This design comes from an exercise in tuning for small area and few clock cycles per item on the open sky130 flow, not from production work.
RTL that was checked went through simulation tests only; none was proved equivalent to the original.
Power figures rest on the tool's default switching activity, not on a simulated workload.

## job 101
Design ax5031_qunit, start of the top module:
module ax5031_qunit (
    input  wire        clk,
    input  wire        rst,
    input  wire        in_valid,
    output wire        in_ready,
    input  wire [31:0] in_v,
    output reg         out_valid,
    input  wire        out_ready,
    output wire [32:0] out_q
);
Size: ~530 cells after synthesis, about 71 I/O pins, about 7400 um2 of cells after synthesis.
Settings: LEC_CHECK=0, CAP_MARGIN=20, CORE_MARGIN=2, CORE_UTILIZATION=40, CTS_BUF_LIST=sky130_fd_sc_hd__clkbuf_4, CTS_CLUSTER_DIAMETER=60, CTS_CLUSTER_SIZE=6, GPL_TIMING_DRIVEN=0, PLACE_DENSITY=0.6, SLEW_MARGIN=20, SYNTH_HIERARCHICAL=1, SYNTH_MINIMUM_KEEP_SIZE=0; clock period 10.0 ns.
standard.sh (not shown) runs the stock make flow with config.mk's settings and CLKGATE_MAP_FILE= SYNTH_SCRIPT=/design/flow/synth_recipe.tcl, a recipe that flattens the netlist after the stock synthesis.
==> flow/flow/run.sh <==
#!/bin/bash
# The standard layout (the standard.sh), with the ports buffered by the
# smallest buffer cell instead of ORFS's default choice.
set -euo pipefail
export BUFFER_PORTS_ARGS="-buffer_cell sky130_fd_sc_hd__buf_1"
bash standard.sh > standard_flow.log 2>&1
Testbench counts of job 101, summed over its fixed seeds: cycles 6,006, items 6,000.
diff inputs: job 101 => job 102
Settings: changing CTS_CLUSTER_SIZE from 6 to 4; changing CTS_CLUSTER_DIAMETER from 60 to 40.
Results
Per the comparison of job 102 with job 101, async set-or-reset flop fraction in the synthesized netlist roughly the same; row count roughly the same; cell count roughly the same.
Clock sink count: job 102 vs job 101 identical
As far as count of boundary I/O pins goes, job 102 and job 101 are indistinguishable; the numbers are identical.
Setup changes, job 102 to job 103
Settings: CTS_BUF_LIST changed from sky130_fd_sc_hd__clkbuf_4 to sky130_fd_sc_hd__clkbuf_8; CTS_CLUSTER_SIZE removed (was 4); CTS_CLUSTER_DIAMETER removed (was 40).
[summary]
Both conditions hold for job 103: the flow ran to the end and the final layout passed the timing, design-rule and antenna checks. As far as sequential fraction of total cell area is concerned, job 103 and job 102 perform about the same. Job 103 — final setup slack of the worst path 0.077 ns lower, job 102 as reference. Against job 102, job 103 reports a area of all placed cells without fillers that is higher. Maximum fanout count along the critical path: job 103 vs job 102 identical. Looking at post-route clock period utilization, job 103 sits 0.77 points higher than job 102 does. For weighted congestion reported at the end of routability-driven placement, job 102 and job 103 come out practically identical. Summary of the comparison: clock insertion delay at the later pin of the skew report is lower in job 103, relative to job 102. Job 103: area growth from synthesis to layout is 0.37 points higher than what job 102 reported.

## run A
Another version of the RTL of ax5031_qunit (not shown whole).
For scale: about 530 cells after synthesis, roughly 71 I/O pins, roughly 0.0075 mm² of cells after synthesis.
export LEC_CHECK = 0
export CAP_MARGIN = 20
export CORE_MARGIN = 2
export CORE_UTILIZATION = 40
export CTS_BUF_LIST = sky130_fd_sc_hd__clkbuf_8
export GPL_TIMING_DRIVEN = 0
export PLACE_DENSITY = 0.6
export SLEW_MARGIN = 20
export SYNTH_HIERARCHICAL = 1
export SYNTH_MINIMUM_KEEP_SIZE = 0
create_clock -name core_clock -period 10.0 [get_ports {clk}]
Scripts as last shown in full above: flow/flow/run.sh
Run A was carried through to the last stage, and its layout satisfied the timing, design-rule and antenna checks.
Testbench counts of run A, summed over its fixed seeds: cycles 6,006, items 6,000.
[inputs] run B vs run A
Settings: CTS_CLUSTER_DIAMETER now 500, previously not set; CTS_CLUSTER_SIZE now 40, previously not set.
Findings:
Looking at run A and run B, the combined area of the multi-input logic cells is a wash. Run B vs. run A: critical path depth neither gained nor lost much, fraction of registers with async set or reset after synthesis neither gained nor lost much, sum of negative setup slack held steady, global-route track usage on met3 about even, net count reported at finish roughly the same. Comparing run A against run B, there is no change at all in total of fill cells in the finished design. Comparing run B against run A, there is no change at all in antenna cell count. Detailed-routed wire length on met3 came out exactly the same in run A and run B. Between run A and run B, the difference in total grt overflow is negligible. Final area of run B is on par with run A.

Another version of the RTL of ax5031_qunit (not shown whole).
Size in the first run: roughly 580 cells after synthesis, about 34 flip-flops, about 71 I/O pins, roughly 8000 um^2 of cells after synthesis.
Settings: LEC_CHECK=0, CAP_MARGIN=0, CORE_MARGIN=2, CORE_UTILIZATION=40, CTS_BUF_LIST=sky130_fd_sc_hd__clkbuf_8, PLACE_DENSITY=0.6, SLEW_MARGIN=0, SYNTH_HIERARCHICAL=1, SYNTH_MINIMUM_KEEP_SIZE=0; clock period 10.0 ns.
Scripts as last shown in full above: flow/flow/run.sh
Testbench counts at the start, summed over its fixed seeds: cycles 6,006, items 6,000.
Then changed:
CAP_MARGIN = 20   (was 0)
SLEW_MARGIN = 20   (was 0)
After rerunning: Wire length stays the same. Count of clock-buffer cells in the layout stays the same. Die area stays the same. Synthesized area stays the same.

== run H ==
Another version of the RTL of ax5031_qunit (not shown whole).
Size in the first run: ~530 cells after synthesis, ~34 flip-flops.
export LEC_CHECK = 0
export CAP_MARGIN = 20
export CORE_MARGIN = 2
export CORE_UTILIZATION = 40
export CTS_BUF_LIST = sky130_fd_sc_hd__clkbuf_4
export CTS_CLUSTER_DIAMETER = 60
export CTS_CLUSTER_SIZE = 6
export GPL_TIMING_DRIVEN = 0
export PLACE_DENSITY = 0.6
export SLEW_MARGIN = 20
export SYNTH_HIERARCHICAL = 1
export SYNTH_MINIMUM_KEEP_SIZE = 0
create_clock -name core_clock -period 10.0 [get_ports {clk}]
Scripts as last shown in full above: flow/flow/run.sh
Run H: all stages complete, timing, DRC and antenna checks passed
Modified inputs, run Z compared to run H
Settings: a deleted CTS_CLUSTER_DIAMETER that had been 60; a deleted CTS_CLUSTER_SIZE that had been 6; a change of CTS_BUF_LIST from sky130_fd_sc_hd__clkbuf_4 to sky130_fd_sc_hd__clkbuf_4 sky130_fd_sc_hd__clkbuf_8.
==> run notes <==
Run Z: done, clean on timing, DRC and antenna. Run Z: internal cell power is about 1.5% higher than what run H reported. Re number of setup violations in the final report: no difference whatsoever between run H and run Z. The post-synthesis to final-layout area growth number comes out lower for run H vs run Z. On register fraction of the total cell area, run Z and run H are basically level. Fmax: run Z below run H. Diff run Z..run H | final cell count | unchanged.
No functional check of the RTL was part of any run of this note.

## static timing again, ports no longer ideal
The flow's constraints put no driver on any port. The routed layouts listed below were extracted and timed again, unchanged, in two steps. Step 1 sets driving cells, clkbuf_16 on the clock port and buf_2 on the other inputs (assumed; they add their load-dependent delay and slew). Step 2 times the ports against the registers' clock, not the clock port: input delays grow and output delays shrink by t, the midpoint of the rising clock arrivals with the driver on. a / b / c = ideal / step 1 / step 2; a / b = the first two.
run	shift t [ns]	setup slack, ns	hold slack, ns	worst setup path at the end	worst data-port slew with drivers (ns)
job 101	0.377	0.911 / 0.913 / 0.536	0.527 / 0.527 / 0.527	input to register	0.04
job 102	0.377	0.911 / 0.913 / 0.536	0.527 / 0.527 / 0.527	input to register	0.04
job 103	0.315	0.835 / 0.841 / 0.526	0.521 / 0.521 / 0.521	input to register	0.04
run A	0.318	0.791 / 0.793 / 0.475	0.526 / 0.526 / 0.526	input to register	0.04
run B	0.318	0.791 / 0.793 / 0.475	0.526 / 0.526 / 0.526	input to register	0.04
the first run of note 3	0.322	1.180 / 1.183 / 0.862	0.509 / 0.509 / 0.509	input to register	0.04
the second run of note 3	0.322	1.180 / 1.183 / 0.862	0.509 / 0.509 / 0.509	input to register	0.04
run H	0.372	0.832 / 0.832 / 0.460	0.529 / 0.529 / 0.529	input to register	0.04
run Z	0.316	0.715 / 0.716 / 0.400	0.524 / 0.524 / 0.524	input to register	0.04
After both steps every run listed still meets setup and hold.
